This design comes from an exercise in tuning for small area, a short achievable clock period and few clock cycles per item on the open sky130 flow, not from production work.
In this exercise RTL edits were held to simulation tests only and were not proved equivalent to the original.
Power figures rest on the tool's default switching activity, not on a simulated workload.

rev 12:
// msf_decoder
module msf_decoder (
    input  wire        clk,
    input  wire        rst,           
    input  wire        start,         
    input  wire [7:0]  count,         
    input  wire [31:0] start_time,    
    output reg  [7:0]  mem_raddr,
    input  wire [7:0]  mem_rdata,
    output reg         done,
    output reg  [8:0]  dstat,         
    output reg  [5:0]  secs,
    output reg  [7:0]  rd_ptr,
    output reg  [59:0] a_bits,        
    output reg  [59:0] b_bits,        
    output reg  [31:0] rec_ticks,
    output reg  [7:0]  rec_year,
    output reg  [7:0]  rec_month,
    output reg  [7:0]  rec_day,
    output reg  [2:0]  rec_dow,
    output reg  [7:0]  rec_hour,
    output reg  [7:0]  rec_minute,
    output reg         rec_bst,
    output reg  [15:0] rec_dut1
);
    localparam [1:0] S_IDLE  = 2'd0,
                     S_INIT  = 2'd1,
                     S_RUN   = 2'd2,
                     S_FINAL = 2'd3;
    reg [1:0]  state;
    reg [7:0]  rem;              
    reg [31:0] stime;
    reg [2:0]  cd;               
    reg        ph;               
    reg [7:0]  R;                
    reg [7:0]  E;                
    localparam [319:0] TAB_T_U10 =
        320'h8421084210842108421084210842108421084210842108420e6b16a4a0e62906208022190a63a12a;
    function [4:0] t_u10;
        input [5:0] i;
        t_u10 = TAB_T_U10[i * 5 +: 5];
    endfunction
    localparam [175:0] TAB_T_H100 =
        176'h8010020040080100200320578960fa19025832032000;
    function [10:0] t_h100;
        input [3:0] i;
        t_h100 = TAB_T_H100[i * 11 +: 11];
    endfunction
    localparam [703:0] TAB_T_A10 =
        704'h801002004008010020040080100200400801002004008010020040080100200400801001a93205dcaf14525844c7d0e11902bc4b07d0c812c190190000641904b0c81f44b0af1903847d113258514af1773206a500200400;
    function [10:0] t_a10;
        input [5:0] i;
        t_a10 = TAB_T_A10[i * 11 +: 11];
    endfunction
    localparam [703:0] TAB_T_A11 =
  ...
For scale: roughly 450 flip-flops, ~300 I/O pins, about 0.030 mm^2 of cells after synthesis.
Settings: LEC_CHECK=0, CAP_MARGIN=20, CORE_MARGIN=2, CORE_UTILIZATION=40, PLACE_DENSITY=0.6, SLEW_MARGIN=20; clock period 30.0 ns.
standard.sh (not shown) runs the stock make flow with config.mk's settings and CLKGATE_MAP_FILE= SYNTH_SCRIPT=/design/flow/synth_recipe.tcl, a recipe that flattens the netlist after the stock synthesis.
==> flow/flow/run.sh <==
#!/bin/bash
# Standard layout (standard.sh: the standard flow's own ORFS run, synthesis unchanged) with
# some settings changed:
#  - timing repair aims for setup slack SETUP_SLACK_MARGIN below the clock
#    period, so that it shortens the critical paths instead of stopping as
#    soon as the 30 ns period is met;
#  - ports are buffered with the small buf_1 (the resizer upsizes it where
#    timing needs it) instead of the default delay-cell buffer;
#  - the clock tree uses larger sink clusters (fewer buffers).
set -euo pipefail
bash standard.sh finish SETUP_SLACK_MARGIN=22.7 \
    "BUFFER_PORTS_ARGS=-buffer_cell sky130_fd_sc_hd__buf_1" \
    CTS_CLUSTER_SIZE=24 CTS_CLUSTER_DIAMETER=100 > standard.log 2>&1
Testbench counts of rev 12, summed over its fixed seeds: cycles 48,153, decodes 384.
Setup changes, rev 12 to rev 13
--- a/flow/design.v
+++ b/flow/design.v
@@ -36,17 +36,17 @@
     localparam [319:0] TAB_T_U10 =
         320'h8421084210842108421084210842108421084210842108420e6b16a4a0e62906208022190a63a12a;
     function [4:0] t_u10;
         input [5:0] i;
         t_u10 = TAB_T_U10[i * 5 +: 5];
     endfunction
-    localparam [175:0] TAB_T_H100 =
-        176'h8010020040080100200320578960fa19025832032000;
-    function [10:0] t_h100;
-        input [3:0] i;
-        t_h100 = TAB_T_H100[i * 11 +: 11];
+    localparam [703:0] TAB_T_A00 =
+        704'h8010020040080100200400801002004008010020040080100200400801002004008010020040080100200400801002004008010020040080100200400800c815e2583e8640960c80c8000320c8258640fa258578c8200400;
+    function [10:0] t_a00;
+        input [5:0] i;
+        t_a00 = TAB_T_A00[i * 11 +: 11];
     endfunction
     localparam [703:0] TAB_T_A10 =
         704'h801002004008010020040080100200400801002004008010020040080100200400801001a93205dcaf14525844c7d0e11902bc4b07d0c812c190190000641904b0c81f44b0af1903847d113258514af1773206a500200400;
     function [10:0] t_a10;
         input [5:0] i;
         t_a10 = TAB_T_A10[i * 11 +: 11];
@@ -205,13 +205,13 @@
     function [14:0] rca3;        
         input [13:0] a, b, c;
         rca3 = rca(a ^ b ^ c, {(a[12:0] & b[12:0]) | (a[12:0] & c[12:0]) | (b[12:0] & c[12:0]), 1'b0}, 1'b0);
     endfunction
     wire [10:0] a11 = t_a11(E[5:0]);
     wire [10:0] a10 = t_a10(E[5:0]);
-    wire [10:0] a00 = {ue[4], 10'd0} | t_h100(ue[3:0]);    
+    wire [10:0] a00 = t_a00(E[5:0]);
     wire        eh  = |E[7:6];
     wire [14:0] t11w = rca3({4'd0, a11[9:0]}, {3'd0, P70[10:0]}, {4'd0, D2[9:0]});
     wire [14:0] t10w = rca3({4'd0, a10[9:0]}, {4'd0, P80[9:0]}, {4'd0, D2[9:0]});
     wire [14:0] t00w = rca3({4'd0, a00[9:0]}, {4'd0, P90[9:0]}, {4'd0, D2[9:0]});
     wire [11:0] t11 = t11w[11:0], t10 = t10w[11:0], t00 = t00w[11:0];
     wire        b11 = eh | a11[10] | P70[11] | D2[10] | gtc_12_899(t11);
Findings:
- Re share of final layout cell area taken by non-clock buffers: rev 13 is 0.15 points down on rev 12.
- Largest net degree at the start of global routing was lower in the run labelled rev 12.
- Re final setup slack of the worst path: rev 13 and rev 12 aren't equal, and the higher value belongs to rev 12.
- Summary of the comparison: part of the power in the clock network is higher in rev 13, relative to rev 12.
- Per the comparison of rev 13 with rev 12, worst hold path depth dropped 1, global-route usage now sits lower, worst hold slack after final layout shrank by 3.1 ps.
- Taking rev 12 as the reference, in rev 13 combinational share of power essentially unchanged; routed wire length decreased 640 um.
Testbench counts of rev 13, summed over its fixed seeds: cycles 48,153, decodes 384.

[separate check: timing with driven ports]
The flow's constraints put no driver on any port. The routed layouts listed below were extracted and timed again, unchanged, in two steps.
Step 1 sets driving cells, clkbuf_16 on the clock port and buf_2 on the other inputs (assumed; they add their load-dependent delay and slew).
Step 2 adds t to the input delays and takes it off the output delays; t is the mean of the earliest and latest rising clock arrival at the registers after step 1. Input paths then give back, and output paths get back, about the clock's delay inside the block.
Slacks: no drivers / after step 1 / after step 2; pairs: no drivers / after step 1.
run	t, ns	slack for setup (ns)	latest minus earliest clock arrival (ns)
rev 12	0.651	22.737 / 22.672 / 22.168	0.032 / 0.033
rev 13	0.634	22.725 / 22.659 / 22.247	0.032 / 0.032
After both steps setup and hold are still met in every run listed. For rev 12, which loses most, drivers alone change the setup slack by -0.065 ns; drivers and shift together by -0.569 ns.
